From an optimization exercise on the open Yosys and OpenROAD flow, aimed at small area, a short achievable clock period and few clock cycles; shortcuts taken in it are not production practice. The RTL was checked by simulation tests, not by an equivalence proof against the original design. Power is estimated from default activity; no workload was simulated.

## flow/design.v (module list and top-level ports; edited modules follow where they fit)
// module dphy_tc: 1126 lines
module dphy_tc (
    input  wire        clk,
    input  wire        rst,           
    input  wire        cmd_valid,
    output wire        cmd_ready,
    input  wire [31:0] cmd_data,
    output reg  [31:0] result,
    output reg         mmio_valid,
    output wire [15:0] mmio_addr,
    output reg  [31:0] mmio_data,
    output reg         rpt_valid,
    output wire [31:0] rpt_raw,
    output wire [31:0] rpt_rounded
);
  // ...
==> flow/run.sh <==
#!/bin/bash
# synth_recipe.tcl (not shown) runs the flow's synth.tcl, then flattens the netlist and writes it again
# the make line also repeats each setting of config.mk as NAME=value (left out here)
make -C /OpenROAD-flow-scripts/flow DESIGN_CONFIG=/design/flow/config.mk WORK_HOME=/design/flow/orfs CLKGATE_MAP_FILE= SYNTH_SCRIPT=/design/flow/synth_recipe.tcl finish
==> flow/config.mk <==
export PLATFORM = sky130hd
export DESIGN_NAME = dphy_tc
export DESIGN_NICKNAME = dphy_tc
export VERILOG_FILES = /design/flow/design.v
export SDC_FILE = /design/flow/constraint.sdc
export NUM_CORES = 4
export LEC_CHECK = 0
export CAP_MARGIN = 20
export CORE_MARGIN = 2
export CORE_UTILIZATION = 40
export PLACE_DENSITY = 0.6
export SLEW_MARGIN = 20
==> flow/constraint.sdc <==
create_clock -name core_clock -period 10.0 [get_ports {clk}]
set_input_delay 2.0000 -clock core_clock [delete_from_list [all_inputs] [get_ports {clk}]]
set_output_delay 2.0000 -clock core_clock [all_outputs]
set_load 0.01 [all_outputs]
==> run notes, run 1 <==
ovr_val holds more flip-flops than any other register. For the sequential cell fraction of total power, the log shows 0.466. The part of the cycle the worst path needs came out at 0.634. Leaving out fill and tap cells, the most frequent cells in the layout are nand2_1 (536), dfxtp_1 (369), nor2_1 (358). The tightest hold path in the finished design has a slack of 450 ps.

The synthesized netlist occupies a cell area of 27800 sq um. The share of synthesized area spent on multiplexers is 0.0346, and the synthesis-to-layout area growth is 13.9%. The fraction of layout instances using a drive strength above 1 is 0.0654, and the total count of hold-check failures in the final report is 0. The internal power of the cells totals 3050 uW. The warning count from the yosys run is 1, and the number of ports placed on the die boundary is 182. The synthesized netlist contains 95 unique library cells. The met2 usage in global routing came out at 0.539.

The top flip-flop cell by instance count after synthesis was dfxtp_1. Setup slack on the critical path of the routed design comes to 3660 ps. For the power dissipated in the clock network, the log shows 1960 uW. After the first detailed-routing iteration, the DRC count stood at 4446.

The combinational family with the most area after synthesis is compound AO/OA/AOI/OAI gates. The tools report the finished layout cell area as 31700 sq um. The count of unresolved DRC violations after routing is 0. The number of setup buffers added after CTS is 0. The flow ran to the end and the layout has no timing, DRC or antenna violations. After detailed placement, the total cell area comes to 29900 sq um. The floorplan row count is 96, and the met2 layer wire length in the routed design is 56500 microns. The detailed-route wire length per cell was 29.6 microns. The worst hold path terminates at result[18]. Clock tree synthesis found a total of 460 sinks. The portion of synthesized cell area occupied by the leading cell type was 0.268. After global routing, the most crowded layer is met2. The total buffers and inverters traversed by the critical path was 1; the met1 track demand over resource in global routing was 0.498.

Clock-pin slew was measured on the worst setup and hold paths at 60 ps. The logs give 0.405 for the starting density of the core and 16300 sq um for the area of the multi-input gates. Ranked by instance count, the synthesized netlist is headed by nand2_1 (536), dfxtp_1 (372), nor2_1 (362). Endpoint class of the critical path: a flip-flop. In this run the worst setup path terminates at ovr_val[2][6].

By area, multi-input combinational cells come first. In this run the most critical hold path is launched from result[18]. The region available for standard cell placement spans 68700 sq um.
Testbench counts, summed over its fixed seeds: cycles 3,302.
==> run 2: changes to the inputs <==
--- a/flow/design.v
+++ b/flow/design.v
@@ -2,17 +2,17 @@
     input  wire        clk,
     input  wire        rst,           
     input  wire        cmd_valid,
     output wire        cmd_ready,
     input  wire [31:0] cmd_data,
     output reg  [31:0] result,
     output reg         mmio_valid,
     output wire [15:0] mmio_addr,
-    output reg  [31:0] mmio_data,
+    output wire [31:0] mmio_data,
     output reg         rpt_valid,
     output wire [31:0] rpt_raw,
     output wire [31:0] rpt_rounded
 );
     reg        mode_valid;
     reg        mode_big;          
     reg [5:0]  mode_div;
     reg [1:0]  mode_fmt;
@@ -23,25 +23,28 @@
     reg [5:0]  plan_pclk;
     reg [15:0] plan_raw;
     reg [16:0] plan_rnd;          
     reg [7:0]  c0, c1, c2, c3, c4, c6, c7, c8;
     reg [8:0]  c5;
     reg        s9_en, s10_en;     
     reg [7:0]  s9_val, s10_val;
     reg [10:0] ovr_en;
-    reg [7:0]  ovr_val [0:10];
+    reg [7:0]  ov0, ov1, ov2, ov3, ov4, ov5, ov6, ov7, ov8, ov9, ov10;
     reg [31:0] img0, img1;
     reg [7:0]  img2;
     reg [15:0] img3;
     reg        img_valid;
+    reg        img_any;           
     reg [31:0] stg;
     reg [7:0]  status;
     reg        busy;              
-    reg [1:0]  wr_idx;            
+    reg        wr_act;            
+    reg [1:0]  wr_ph;             
+    reg        wr_stg;            
     reg [13:0] addr_q;
     wire        clamp   = (plan_raw > 16'd3996);
     wire [11:0] raw_eff = plan_raw[11:0] | {12{|plan_raw[15:12]}};
     wire [99:0] pt_0 = raw_eff[0] ? 100'd902965501974299904866554806272 : 100'd0;
     wire [99:0] pt_1 = raw_eff[1] ? 100'd902965501974299904866554806272 : pt_0;
     wire [99:0] pt_2 = raw_eff[2] ? 100'd902965501974299904866554806272 : pt_1;
     wire [99:0] pt_3 = raw_eff[0] ? 100'd488887491956290745121693040640 : 100'd902965501974299904866554806272;
     wire [99:0] pt_4 = raw_eff[1] ? 100'd488887491956290745121693040640 : pt_3;
@@ -846,44 +849,81 @@
     wire [6:0] lt_539 = raw_eff[5] ? 7'd84 : lt_538;
     wire [6:0] lt_540 = raw_eff[6] ? 7'd84 : lt_539;
     wire [6:0] lt_541 = raw_eff[7] ? lt_540 : lt_533;
     wire [6:0] lt_542 = raw_eff[8] ? lt_541 : lt_515;
     wire [6:0] lt_543 = raw_eff[9] ? lt_542 : lt_483;
     wire [6:0] lt_544 = raw_eff[10] ? lt_543 : lt_413;
     wire [6:0] lt_545 = raw_eff[11] ? lt_544 : lt_277;
     wire [6:0] lt = lt_545;
-    assign cmd_ready   = !busy && (wr_idx == 2'd0);
-    assign mmio_addr   = {addr_q, 2'b00};
+    assign cmd_ready   = !busy && !wr_act;
     assign rpt_raw     = {16'd0, plan_raw};
     assign rpt_rounded = {15'd0, plan_rnd};
+    reg [31:0] img_sel;
+    always @(*) begin
+        case (wr_ph)
+            2'd0:    img_sel = img0;
+            2'd1:    img_sel = img1;
+            2'd2:    img_sel = {24'd0, img2};
+            default: img_sel = {16'd0, img3};
+        endcase
+    end
+    assign mmio_data = wr_stg ? stg : img_sel;
+    assign mmio_addr = wr_stg ? {addr_q, 2'b00} : {9'd0, 1'b1, 2'b00, wr_ph, 2'b00};
     wire [7:0]  op  = cmd_data[31:24];
     wire [7:0]  sel = cmd_data[23:16];
     wire [15:0] imm = cmd_data[15:0];
     wire sel0   = (sel == 8'd0);
     wire imm0   = (imm == 16'd0);
     wire immh0  = (imm[15:8] == 8'd0);
     wire sel_c  = (sel >= 8'h03) && (sel <= 8'h0D);
-    reg legal;
-    always @(*) begin
-        case (op)
-            8'h00, 8'h02, 8'h06, 8'h07, 8'h09, 8'h0C:
-                legal = sel0 && imm0;
-            8'h01:  legal = sel0 && (imm[15:12] == 4'd0) && (imm[9:8] != 2'd3);
-            8'h03, 8'h0A: legal = sel0;
-            8'h04:  legal = sel_c && immh0;
-            8'h05:  legal = (sel_c || (sel == 8'hFF)) && imm0;
-            8'h08:  legal = (sel <= 8'd3) && immh0;
-            8'h0B:  legal = (sel <= 8'h1C) && imm0;
-            8'h0D:  legal = sel0 && immh0;
-            default: legal = 1'b0;
-        endcase
-    end
-    wire accept = cmd_valid && cmd_ready;
-    wire [3:0] ovr_idx = sel[3:0] - 4'd3;
+    wire lg_nop     = (op == 8'h00) && sel0 && imm0;
+    wire lg_setmode = (op == 8'h01) && sel0 && (imm[15:12] == 4'd0) && (imm[9:8] != 2'd3);
+    wire lg_compute = (op == 8'h02) && sel0 && imm0;
+    wire lg_calc    = (op == 8'h03) && sel0;
+    wire lg_setovr  = (op == 8'h04) && sel_c && immh0;
+    wire lg_clrovr  = (op == 8'h05) && (sel_c || (sel == 8'hFF)) && imm0;
+    wire lg_pack    = (op == 8'h06) && sel0 && imm0;
+    wire lg_write   = (op == 8'h07) && sel0 && imm0;
+    wire lg_setfld  = (op == 8'h08) && (sel <= 8'd3) && immh0;
+    wire lg_clrstg  = (op == 8'h09) && sel0 && imm0;
+    wire lg_wrstg   = (op == 8'h0A) && sel0;
+    wire lg_rdres   = (op == 8'h0B) && (sel <= 8'h1C) && imm0;
+    wire lg_rdstat  = (op == 8'h0C) && sel0 && imm0;
+    wire lg_clrstat = (op == 8'h0D) && sel0 && immh0;
+    wire legal = lg_nop | lg_setmode | lg_compute | lg_calc | lg_setovr | lg_clrovr |
+                 lg_pack | lg_write | lg_setfld | lg_clrstg | lg_wrstg | lg_rdres |
+                 lg_rdstat | lg_clrstat;
+    wire accept     = cmd_valid && cmd_ready;
+    wire do_setmode = accept && lg_setmode;
+    wire do_compute = accept && lg_compute;
+    wire do_calc    = accept && lg_calc;
+    wire do_setovr  = accept && lg_setovr;
+    wire do_clrovr  = accept && lg_clrovr;
+    wire do_pack    = accept && lg_pack;
+    wire do_write   = accept && lg_write;
+    wire do_setfld  = accept && lg_setfld;
+    wire do_clrstg  = accept && lg_clrstg;
+    wire do_wrstg   = accept && lg_wrstg;
+    wire do_rdres   = accept && lg_rdres;
+    wire do_rdstat  = accept && lg_rdstat;
+    wire do_clrstat = accept && lg_clrstat;
+    wire start_cmp  = do_compute && mode_valid && !mode_big;
+    wire start_ddr  = do_calc && !imm0;
+    wire start      = start_cmp || start_ddr;
+    wire pack_ok    = do_pack && plan_valid;
+    wire write_ok   = do_write && img_valid;
+    wire wrstg_ok   = do_wrstg && (imm[1:0] == 2'd0);
+    wire [10:0] slot;
+    genvar g;
+    generate
+        for (g = 0; g < 11; g = g + 1) begin : g_slot
+            assign slot[g] = (sel[3:0] == g + 3);
+        end
+    endgenerate
     reg [5:0] pclk_calc;
     always @(*) begin
         case (mode_div)
             6'd0: pclk_calc = 6'd48;
             6'd1: pclk_calc = 6'd24;
             6'd2: pclk_calc = 6'd16;
             6'd3: pclk_calc = 6'd12;
             6'd4: pclk_calc = 6'd9;
@@ -926,201 +966,156 @@
     wire [8:0]  t1 = pt[90:82];
     wire [8:0]  t2 = pt[99:91];
     wire [11:0] ddr = clamp ? 12'd3996 : plan_rnd[11:0];
     wire [9:0]  sum9  = c6 + c7 + c8 + 10'd2;
     wire [10:0] sum10 = {c8, 2'b00} + c4 + c5 + 11'd2;
     wire [9:0]  c9    = s9_en  ? {2'd0, s9_val}  : sum9;
     wire [10:0] c10   = s10_en ? {3'd0, s10_val} : sum10;
     wire        ovf   = c5[8] || (c9 > 10'd255) || (c10 > 11'd255);
-    reg [31:0] rd_value;
+    reg [31:0] rd_mux;
     always @(*) begin
         case (sel[4:0])
-            5'h00: rd_value = {26'd0, plan_pclk};
-            5'h01: rd_value = {16'd0, plan_raw};
-            5'h02: rd_value = {20'd0, ddr};
-            5'h03: rd_value = {24'd0, c0};
-            5'h04: rd_value = {24'd0, c1};
-            5'h05: rd_value = {24'd0, c2};
-            5'h06: rd_value = {24'd0, c3};
-            5'h07: rd_value = {24'd0, c4};
-            5'h08: rd_value = {23'd0, c5};
-            5'h09: rd_value = {24'd0, c6};
-            5'h0A: rd_value = {24'd0, c7};
-            5'h0B: rd_value = {24'd0, c8};
-            5'h0C: rd_value = {22'd0, c9};
-            5'h0D: rd_value = {21'd0, c10};
-            5'h0E: rd_value = img0;
-            5'h0F: rd_value = img1;
-            5'h10: rd_value = {24'd0, img2};
-            5'h11: rd_value = {16'd0, img3};
-            5'h12: rd_value = stg;
-            5'h13: rd_value = {23'd0, bp};
-            5'h14: rd_value = {23'd0, t0};
-            5'h15: rd_value = {23'd0, t1};
-            5'h16: rd_value = {23'd0, t2};
-            5'h17: rd_value = plan_valid ? 32'd130 : 32'd0;
-            5'h18: rd_value = plan_valid ? 32'd60  : 32'd0;
-            5'h19: rd_value = plan_valid ? 32'd270 : 32'd0;
-            5'h1A: rd_value = plan_valid ? 32'd90  : 32'd0;
-            5'h1B: rd_value = plan_valid ? 32'd130 : 32'd0;
-            default: rd_value = {21'd0, ovr_en};
+            5'h00: rd_mux = {26'd0, plan_pclk};
+            5'h01: rd_mux = {16'd0, plan_raw};
+            5'h02: rd_mux = {20'd0, ddr};
+            5'h03: rd_mux = {24'd0, c0};
+            5'h04: rd_mux = {24'd0, c1};
+            5'h05: rd_mux = {24'd0, c2};
+            5'h06: rd_mux = {24'd0, c3};
+            5'h07: rd_mux = {24'd0, c4};
+            5'h08: rd_mux = {23'd0, c5};
+            5'h09: rd_mux = {24'd0, c6};
+            5'h0A: rd_mux = {24'd0, c7};
+            5'h0B: rd_mux = {24'd0, c8};
+            5'h0C: rd_mux = {22'd0, c9};
+            5'h0D: rd_mux = {21'd0, c10};
+            5'h0E: rd_mux = img0;
+            5'h0F: rd_mux = img1;
+            5'h10: rd_mux = {24'd0, img2};
+            5'h11: rd_mux = {16'd0, img3};
+            5'h12: rd_mux = stg;
+            5'h13: rd_mux = {23'd0, bp};
+            5'h14: rd_mux = {23'd0, t0};
+            5'h15: rd_mux = {23'd0, t1};
+            5'h16: rd_mux = {23'd0, t2};
+            5'h17: rd_mux = 32'd130;
+            5'h18: rd_mux = 32'd60;
+            5'h19: rd_mux = 32'd270;
+            5'h1A: rd_mux = 32'd90;
+            5'h1B: rd_mux = 32'd130;
+            default: rd_mux = {21'd0, ovr_en};
         endcase
     end
+    wire rd_plan = (sel[4:0] <= 5'h0D) || ((sel[4:0] >= 5'h13) && (sel[4:0] <= 5'h1B));
+    wire rd_img  = (sel[4:1] == 4'b0111) || (sel[4:1] == 4'b1000);
+    wire [31:0] rd_value = ((rd_plan && !plan_valid) || (rd_img && !img_any)) ? 32'd0 : rd_mux;
     wire [31:0] status_word = {20'd0, plan_ovr_used, img_valid, plan_valid, mode_valid, status};
+    wire [7:0] st_set = {wrstg_ok ? 1'b0 : do_wrstg,
+                         pack_ok && ovf,
+                         do_write && !img_valid,
+                         do_pack && !plan_valid,
+                         (do_compute && mode_valid && mode_big) || (do_calc && imm0),
+                         do_compute && !mode_valid,
+                         accept && !legal,
+                         busy && clamp};
+    wire [7:0] st_clr = do_clrstat ? imm[7:0] : 8'd0;
     always @(posedge clk) begin
         if (rst) begin
             mode_valid    <= 1'b0;
-            mode_big      <= 1'b0;
-            mode_div      <= 6'd0;
-            mode_fmt      <= 2'd0;
-            mode_cls      <= 1'b0;
-            mode_l        <= 1'b0;
             plan_valid    <= 1'b0;
             plan_ovr_used <= 1'b0;
-            plan_pclk     <= 6'd0;
-            plan_raw      <= 16'd0;
-            plan_rnd      <= 17'd0;
-            c0 <= 8'd0; c1 <= 8'd0; c2 <= 8'd0; c3 <= 8'd0;
-            c4 <= 8'd0; c5 <= 9'd0; c6 <= 8'd0; c7 <= 8'd0; c8 <= 8'd0;
-            s9_en  <= 1'b1; s9_val  <= 8'd0;    
-            s10_en <= 1'b1; s10_val <= 8'd0;
             ovr_en        <= 11'd0;
-            img0 <= 32'd0; img1 <= 32'd0; img2 <= 8'd0; img3 <= 16'd0;
             img_valid     <= 1'b0;
+            img_any       <= 1'b0;
             stg           <= 32'd0;
             status        <= 8'd0;
             result        <= 32'd0;
             busy          <= 1'b0;
-            wr_idx        <= 2'd0;
-            addr_q        <= 14'd0;
+            wr_act        <= 1'b0;
             mmio_valid    <= 1'b0;
-            mmio_data     <= 32'd0;
             rpt_valid     <= 1'b0;
         end else begin
-            mmio_valid <= 1'b0;
-            rpt_valid  <= 1'b0;
-            if (wr_idx != 2'd0) begin
-                mmio_valid <= 1'b1;
-                addr_q     <= {12'd4, wr_idx};
-                case (wr_idx)
-                    2'd1:    mmio_data <= img1;
-                    2'd2:    mmio_data <= {24'd0, img2};
-                    default: mmio_data <= {16'd0, img3};
-                endcase
-                wr_idx <= wr_idx + 2'd1;
+            status     <= (status & ~st_clr) | st_set;
+            busy       <= start;
+            rpt_valid  <= busy && clamp;
+            mmio_valid <= write_ok || wrstg_ok || wr_act;
+            wr_act     <= write_ok || (wr_act && (wr_ph != 2'd2));
+            if (do_setmode) mode_valid <= 1'b1;
+            if (start) begin
+                plan_valid    <= 1'b1;
+                plan_ovr_used <= |ovr_en;
             end
-            if (busy) begin
-                busy     <= 1'b0;
-                plan_rnd <= rnd_calc;
-                c0 <= ovr_en[0] ? ovr_val[0] : pt[7:0];
-                c1 <= ovr_en[1] ? ovr_val[1] : pt[15:8];
-                c2 <= ovr_en[2] ? ovr_val[2] : pt[23:16];
-                c3 <= ovr_en[3] ? ovr_val[3] : pt[31:24];
-                c4 <= ovr_en[4] ? ovr_val[4] : pt[39:32];
-                c5 <= ovr_en[5] ? {1'b0, ovr_val[5]} : pt[48:40];
-                c6 <= ovr_en[6] ? ovr_val[6] : pt[56:49];
-                c7 <= ovr_en[7] ? ovr_val[7] : pt[64:57];
-                c8 <= ovr_en[8] ? ovr_val[8] : {1'b0, lt};
-                s9_en   <= ovr_en[9];  s9_val  <= ovr_val[9];
-                s10_en  <= ovr_en[10]; s10_val <= ovr_val[10];
-                if (clamp) begin
-                    status[0] <= 1'b1;
-                    rpt_valid <= 1'b1;
-                end
+            if (do_setovr) ovr_en <= ovr_en | slot;
+            if (do_clrovr) ovr_en <= (sel == 8'hFF) ? 11'd0 : (ovr_en & ~slot);
+            if (start) img_valid <= 1'b0;
+            if (pack_ok) begin
+                img_valid <= 1'b1;
+                img_any   <= 1'b1;
             end
-            if (accept) begin
-                if (!legal) begin
-                    status[1] <= 1'b1;
-                end else begin
-                    case (op)
-                    8'h01: begin
-                        mode_div   <= imm[5:0];
-                        mode_big   <= (imm[7:0] >= 8'd48);
-                        mode_fmt   <= imm[9:8];
-                        mode_cls   <= imm[10];
-                        mode_l     <= imm[11];
-                        mode_valid <= 1'b1;
-                    end
-                    8'h02: begin
-                        if (!mode_valid) begin
-                            status[2] <= 1'b1;
-                        end else if (mode_big) begin
-                            status[3] <= 1'b1;
-                        end else begin
-                            plan_pclk     <= pclk_calc;
-                            plan_raw      <= {4'd0, raw_calc};
-                            plan_valid    <= 1'b1;
-                            plan_ovr_used <= |ovr_en;
-                            img_valid     <= 1'b0;
-                            busy          <= 1'b1;
-                        end
-                    end
-                    8'h03: begin
-                        if (imm0) begin
-                            status[3] <= 1'b1;
-                        end else begin
-                            plan_pclk     <= 6'd0;
-                            plan_raw      <= imm;
-                            plan_valid    <= 1'b1;
-                            plan_ovr_used <= |ovr_en;
-                            img_valid     <= 1'b0;
-                            busy          <= 1'b1;
-                        end
-                    end
-                    8'h04: begin
-                        ovr_en[ovr_idx]  <= 1'b1;
-                        ovr_val[ovr_idx] <= imm[7:0];
-                    end
-                    8'h05: begin
-                        if (sel == 8'hFF) ovr_en <= 11'd0;
-                        else              ovr_en[ovr_idx] <= 1'b0;
-                    end
-                    8'h06: begin
-                        if (!plan_valid) begin
-                            status[4] <= 1'b1;
-                        end else begin
-                            img0 <= {c3, c2, c1, c0};
-                            img1 <= {c7, c6, c5[7:0], c4};
-                            img2 <= c8;
-                            img3 <= {c10[7:0], c9[7:0]};
-                            if (ovf) status[6] <= 1'b1;
-                            img_valid <= 1'b1;
-                        end
-                    end
-                    8'h07: begin
-                        if (!img_valid) begin
-                            status[5] <= 1'b1;
-                        end else begin
-                            mmio_valid <= 1'b1;
-                            addr_q     <= 14'h10;
-                            mmio_data  <= img0;
-                            wr_idx     <= 2'd1;
-                        end
-                    end
-                    8'h08: begin
-                        case (sel[1:0])
-                            2'd0: stg[7:0]   <= imm[7:0];
-                            2'd1: stg[15:8]  <= imm[7:0];
-                            2'd2: stg[23:16] <= imm[7:0];
-                            2'd3: stg[31:24] <= imm[7:0];
-                        endcase
-                    end
-                    8'h09: stg <= 32'd0;
-                    8'h0A: begin
-                        if (imm[1:0] != 2'd0) begin
-                            status[7] <= 1'b1;
-                        end else begin
-                            mmio_valid <= 1'b1;
-                            addr_q     <= imm[15:2];
-                            mmio_data  <= stg;
-                        end
-                    end
-                    8'h0B: result <= rd_value;
-                    8'h0C: result <= status_word;
-                    8'h0D: status <= status & ~imm[7:0];
-                    default: ;
-                    endcase
-                end
+            if (do_setfld) begin
+                if (sel[1:0] == 2'd0) stg[7:0]   <= imm[7:0];
+                if (sel[1:0] == 2'd1) stg[15:8]  <= imm[7:0];
+                if (sel[1:0] == 2'd2) stg[23:16] <= imm[7:0];
+                if (sel[1:0] == 2'd3) stg[31:24] <= imm[7:0];
             end
+            if (do_clrstg) stg <= 32'd0;
+            if (do_rdres)  result <= rd_value;
+            if (do_rdstat) result <= status_word;
+        end
+    end
+    always @(posedge clk) begin
+        if (do_setmode) begin
+            mode_div <= imm[5:0];
+            mode_big <= (imm[7:0] >= 8'd48);
+            mode_fmt <= imm[9:8];
+            mode_cls <= imm[10];
+            mode_l   <= imm[11];
+        end
+        if (start) begin
+            plan_pclk <= start_cmp ? pclk_calc : 6'd0;
+            plan_raw  <= start_cmp ? {4'd0, raw_calc} : imm;
+        end
+        if (busy) begin
+            plan_rnd <= rnd_calc;
+            c0 <= ovr_en[0] ? ov0 : pt[7:0];
+            c1 <= ovr_en[1] ? ov1 : pt[15:8];
+            c2 <= ovr_en[2] ? ov2 : pt[23:16];
+            c3 <= ovr_en[3] ? ov3 : pt[31:24];
+            c4 <= ovr_en[4] ? ov4 : pt[39:32];
+            c5 <= ovr_en[5] ? {1'b0, ov5} : pt[48:40];
+            c6 <= ovr_en[6] ? ov6 : pt[56:49];
+            c7 <= ovr_en[7] ? ov7 : pt[64:57];
+            c8 <= ovr_en[8] ? ov8 : {1'b0, lt};
+            s9_en  <= ovr_en[9];  s9_val  <= ov9;
+            s10_en <= ovr_en[10]; s10_val <= ov10;
+        end
+        if (do_setovr) begin
+            if (slot[0])  ov0  <= imm[7:0];
+            if (slot[1])  ov1  <= imm[7:0];
+            if (slot[2])  ov2  <= imm[7:0];
+            if (slot[3])  ov3  <= imm[7:0];
+            if (slot[4])  ov4  <= imm[7:0];
+            if (slot[5])  ov5  <= imm[7:0];
+            if (slot[6])  ov6  <= imm[7:0];
+            if (slot[7])  ov7  <= imm[7:0];
+            if (slot[8])  ov8  <= imm[7:0];
+            if (slot[9])  ov9  <= imm[7:0];
+            if (slot[10]) ov10 <= imm[7:0];
+        end
+        if (pack_ok) begin
+            img0 <= {c3, c2, c1, c0};
+            img1 <= {c7, c6, c5[7:0], c4};
+            img2 <= c8;
+            img3 <= {c10[7:0], c9[7:0]};
+        end
+        if (write_ok) begin
+            wr_stg <= 1'b0;
+            wr_ph  <= 2'd0;
+        end else if (wr_act) begin
+            wr_ph  <= wr_ph + 2'd1;
+        end
+        if (wrstg_ok) begin
+            wr_stg <= 1'b1;
+            addr_q <= imm[15:2];
         end
     end
 endmodule
==> flow/config.mk (replaced) <==
export PLATFORM = sky130hd
export DESIGN_NAME = dphy_tc
export DESIGN_NICKNAME = dphy_tc
export VERILOG_FILES = /design/flow/design.v
export SDC_FILE = /design/flow/constraint.sdc
export NUM_CORES = 4
export LEC_CHECK = 0
export ABC_AREA = 1
export CAP_MARGIN = 20
export CORE_MARGIN = 2
export CORE_UTILIZATION = 40
export PLACE_DENSITY = 0.6
export SETUP_SLACK_MARGIN = 5
export SLEW_MARGIN = 20
==> run 2 against run 1 <==
Net effect:
- power is 1.7% higher
- highest routed layer unchanged
- setup slack improved by 1400 ps
- largest cell class is now flip-flops and latches
- synthesized area is 11% lower
- core utilization grew 1.1 points
- global-route usage grew 1.1 points
- non-clock buffer count decreased by 29
- via count fell by 20%
- maximum frequency is 28% higher
- register-to-register slack improved by 860 ps
- critical path type is now flip-flop to flip-flop
- critical endpoint is now c6[0]
- still clean
- combinational power is 27% higher
- largest power group unchanged
- final cell count is 11% lower
- sequential power is essentially flat
==> run notes, run 2 <==
For the estimated wirelength of the detail-placed design, the log shows 93100 microns (was 97400 microns). The biggest area consumer among synthesized cells is edfxtp_1 (was dfxtp_1). The height of the die was 253 microns (was 268 microns).

Most frequent cell after synthesis: nand2_1 (unchanged). For the clock buffer count from CTS, the log shows 50 (unchanged). The element type at the critical path start is a flip-flop (was an input pin). The launch point of the worst hold path is ov9[0] (was result[18]). The shortest clock period the worst path allows after layout is 4940 ps (was 6340 ps). The logs give 3268 (was 3699) for the number of nets at the end of the flow and 3441 (was 4446) for the DRC violation total after the first TritonRoute iteration. The gate count of the mapped netlist came out at 3010 (was 3585).

The hold-fix buffer count after cts came out at 0 (unchanged). The pin slew with the least headroom to its limit was 1210 ps (was 1180 ps); the remaining antenna violation count was 0 (unchanged). The die width works out to 253 microns (was 268 microns). The most frequent standard cell in the layout excluding fill and tap cells was nand2_1 (unchanged). The fraction of layout instances using a drive strength above 1 came out at 0.0829 (was 0.0654). The setup skew after layout came out at 28.8 ps (was 36.2 ps). Peak per-stage delay on the critical path: 640 ps (was 880 ps).

Clock-pin transition on the worst setup and hold timing paths: 60 ps (about the same). The worst flop-to-flop path endpoint is c6[0] (was plan_rnd[15]). The number of flops mapped to enable cells by yosys works out to 330 (was 88). Setup repair after global routing left no endpoint under its margin. The total buffers and inverters traversed by the critical path was 4 (was 1); the largest buffer count on any clock path was 3 (unchanged).

The number of port buffers came out at 147 (unchanged). The overall routed net length is 122000 microns (was 135000 microns). The endpoint class of the critical path was a flip-flop (unchanged). The final hold slack is 423 ps (was 450 ps).

The number of synthesized register bits works out to 431 (was 460). The critical-path cell with the highest stage delay is edfxtp_1 (was nor4_1). Top cells by area in the synthesized netlist: edfxtp_1 (40%), nand2_1 (12%), dfxtp_1 (8.1%) (was dfxtp_1 (27%), edfxtp_1 (9.5%), nand2_1 (7.2%)).

The run gives 21988 (was 26709) as the number of global-route vias before repair. The tools report the largest net degree at the start of global routing as 55 (was 94). The power density normalized to cell area works out to 142 nW/um^2 (was 128 nW/um^2). The portion of synthesized cell area occupied by the leading cell type came out at 0.399 (was 0.268). The length in cells of the worst reg-to-reg path was 12 (was 19); the number of setup violations in the final report was 0 (unchanged).

TritonCTS built the clock tree. The logs give 2 (unchanged) for the number of H-tree levels and 7 (unchanged) for the initial antenna violation count. The die outline area was 64100 sq um (was 71600 sq um); the sequential area share after synthesis was 0.480 (was 0.363). The number of vias per cell after detailed routing was 5.90 (was 6.53). The maximum operating frequency was 202 MHz (was 158 MHz); the global placement routability congestion was 1.03 (was 1.06). The final core utilization is 0.472 (was 0.461).

The total count of hold-check failures in the final report is 0 (unchanged). Top flip-flop cell by instance count after synthesis: edfxtp_1 (was dfxtp_1). The worst-path maximum fanout is 37 (was 12), and the synthesis-to-layout area growth is 17.0% (was 13.9%).

Top cell types by occurrence after synthesis: nand2_1 (763), edfxtp_1 (330), inv_1 (328) (was nand2_1 (536), dfxtp_1 (372), nor2_1 (362)). The signal arrival time at the worst endpoint was 5300 ps (was 6620 ps); the CTS sink count was 431 (was 460). For the starting density of the core, the log shows 0.403 (was 0.405). For the leftover overflow at the end of global routing, the log shows 0 (unchanged). The detailed-route wire length per cell is 30.2 microns (was 29.6 microns).

Data required time of the worst path: 10350 ps (was 10280 ps). The tools report the total track usage as 0.376 (was 0.364). The count of unresolved DRC violations after routing was 0 (unchanged); the worst vdd rail ir drop was 0.000129 V (was 0.000122 V). The worst setup path category was flip-flop to flip-flop (was input pin to flip-flop).

The number of pins exceeding their max-slew limit in the final report is 0 (unchanged), and the number of ports placed on the die boundary is 182 (unchanged). The clock root buffer is clkbuf_16 (unchanged). Register-to-register setup slack: 5060 ps (was 4200 ps). The critical path's top delay family was buffers and inverters (was simple AND/OR/NAND/NOR gates). The relative max-transition margin was 0.183 (was 0.211). Crit-path cells: inv_1 -> ha_1 -> nand2_2 -> nor2_4 -> buf_4 -> inv_2 -> nor2_2 -> inv_1 -> o21ai_0 -> a221oi_1 -> o21ai_0 -> a21oi_1 (was clkdlybuf4s50_1 -> nor4b_2 -> nor3b_1 -> a21oi_1 -> o22ai_1 -> a211oi_1 -> nor2_1 -> nand2_1 -> nor4_1 -> and2_1). Average cell area after synthesis: 8.25 sq um (was 7.76 sq um). The insertion delay of the later-clocked pin in the worst-skew pair came out at 640 ps (about the same).

The run gives 8 (was 10) as the count of TritonRoute iterations in the first routing pass. The terminating pin of the worst hold path is s9_val[0] (was result[18]). The async set-reset flop share out of synthesis was 0 (unchanged); the via count of the routed design was 23816 (was 29730). The run gives 0 (unchanged) as the max-capacitance violation count.

The logs give 0.0113 uW (was 0.0104 uW) for the leakage power and 69 (was 95) for the number of distinct library cell variants in the gate-level netlist after synthesis. The part of the cycle the worst path needs was 0.494 (was 0.634); the placeable core region was 61600 sq um (was 68700 sq um). The floorplan row count was 91 (was 96). Most frequent cells in the layout: nand2_1 (761), edfxtp_1 (330), inv_1 (322) (was nand2_1 (536), dfxtp_1 (369), nor2_1 (358)).

The total negative slack for setup checks came out at 0 ps (unchanged). Launch instance of the worst register-to-register path: plan_raw[14] (was plan_raw[10]). Path category of the worst min-delay check: flip-flop to flip-flop (unchanged). The warning count from the yosys run is 1 (unchanged). The run finished with no timing, DRC or antenna violations.

For the post-synth design cell area, the log shows 24800 sq um (was 27800 sq um). The global-route wire length before repair was 169000 microns (was 192000 microns). Cell count of the worst hold path: 0 (was 2).
==> run 2: changes by cell type in the layout (fill, tap and decap cells not counted), moves of 27 or more <==
cell      before  now
nor3_1        88   37
a22oi_1       65    6
buf_4         90   58
a21oi_1      343  203
inv_1         48  322
nand2_1      536  761
dfxtp_1      369  100
a222oi_1      42    0
nor2_1       358  243
edfxtp_1      88  330
a211oi_1      88    9
o22ai_1       47   20
nand2b_1      47    0
mux2i_1       83    0
==> run 2: worst max path at each step <==
stage	slack (ps)	cells after the start	endpoint	from
finish	5060	12	c6[0]	plan_raw[14]
global route	5020	24	plan_rnd[15]	plan_raw[5]
CTS	5030	12	result[12]	cmd_data[20]
detailed placement	3870	14	result[1]	cmd_data[20]
global placement	3960	14	result[1]	cmd_data[20]
floorplan	4550	5	img0[0]	cmd_data[29]
==> run 2: routing by layer <==
| layer | part of all wire | up-vias | GRT usage | wire length, microns |
|---|---|---|---|---|
| met1 | 0.43 | 11694 | 0.535 | 52600 |
| met4 | 0.042 | 6 | 0.143 | 5150 |
| met5 | 0.00034 | - | 0 | 42 |
| met3 | 0.098 | 222 | 0.0773 | 11900 |
| li1 | - | 10486 | - | - |
| met2 | 0.43 | 1408 | 0.559 | 52400 |
==> run 2: kinds of logic after synthesis <==
family | count (synthesis) | share of synthesized area
compound gates | 656 | 0.155
xor+xnor | 21 | 0.00741
fa+ha+maj | 76 | 0.0431
buf+inv | 507 | 0.0846
flops | 431 | 0.480
other cells | 1 | 0.000151
simple gates | 1318 | 0.229
==> run 2: cell type report <==
| type | count | area [sq um] |
|---|---|---|
| inverters | 357 | 1370 |
| fillers | 6102 | 32500 |
| clock buffers | 64 | 1320 |
| diodes | 2 | 5.00 |
| clock inverters | 28 | 398 |
| repair inverters | 2 | 12.5 |
| flip-flops and latches | 431 | 11900 |
| well taps | 837 | 1050 |
| multi-input cells | 2106 | 11000 |
| repair buffers | 209 | 1950 |
==> run 2: power breakdown <==
group          switching, uW  internal (uW)
clock network            819           1130
logic                    171           86.9
registers               1.39           1910
==> run 2: repair_timing <==
action                     CTS  global route
pin swaps                    1             0
gates resized for setup      9            12
setup endpoints to repair  198           138
gates cloned                 2             1
setup buffers                3             8
==> run 2: worst register-to-register path, cell delays in order, from the launching register on <==
cell and delay [ps]:
edfxtp_1 640, inv_1 340, ha_1 220, nand2_2 340, nor2_4 180, buf_4 420
inv_2 480, nor2_2 470, inv_1 290, o21ai_0 310, a221oi_1 210, o21ai_0 620
a21oi_1 160
==> run 2: stage by stage <==
| step | total power (uW) | instance area [sq um] | setup WS (ps) | instances |
|---|---|---|---|---|
| 6_report | 4120 | 29100 | 5060 | 4036 |
| 5_1_grt | 4200 | 29100 | 5020 | 4034 |
| 4_1_cts | 4120 | 28900 | 5030 | 4025 |
| 3_5_place_dp | 2200 | 27200 | 3870 | 3928 |
| 3_3_place_gp | 2190 | 27200 | 3960 | 3928 |
| 2_1_floorplan | 2070 | 25000 | 4550 | 3043 |
Testbench counts of run 2, summed over its fixed seeds: cycles 3,302.

==> port drivers added, routing unchanged <==
No port has a modelled driver above. Below, the same layouts with a new extraction and two added sets of constraints. Step 1: set_driving_cell puts a clkbuf_16 on clk and a buf_2 on each other input, an assumption about the parent block. Step 2 times the ports against the registers' clock, not the clock port: input delays grow and output delays shrink by t, the midpoint of the rising clock arrivals with the driver on. a / b / c = no drivers / after step 1 / after step 2; a / b = the first two.
| run | t (ns) | setup WS [ns] | worst setup path at the end | worst register clock-pin slew, ns |
|---|---|---|---|---|
| run 1 | 0.688 | 3.658 / 3.706 / 3.018 | input to register | 0.08 / 0.08 |
| run 2 | 0.688 | 5.055 / 4.997 / 4.429 | input to register | 0.07 / 0.07 |
After both steps every run listed still meets setup and hold. For run 1, which loses most, drivers alone change the setup slack by +0.048 ns; drivers and shift together by -0.640 ns.
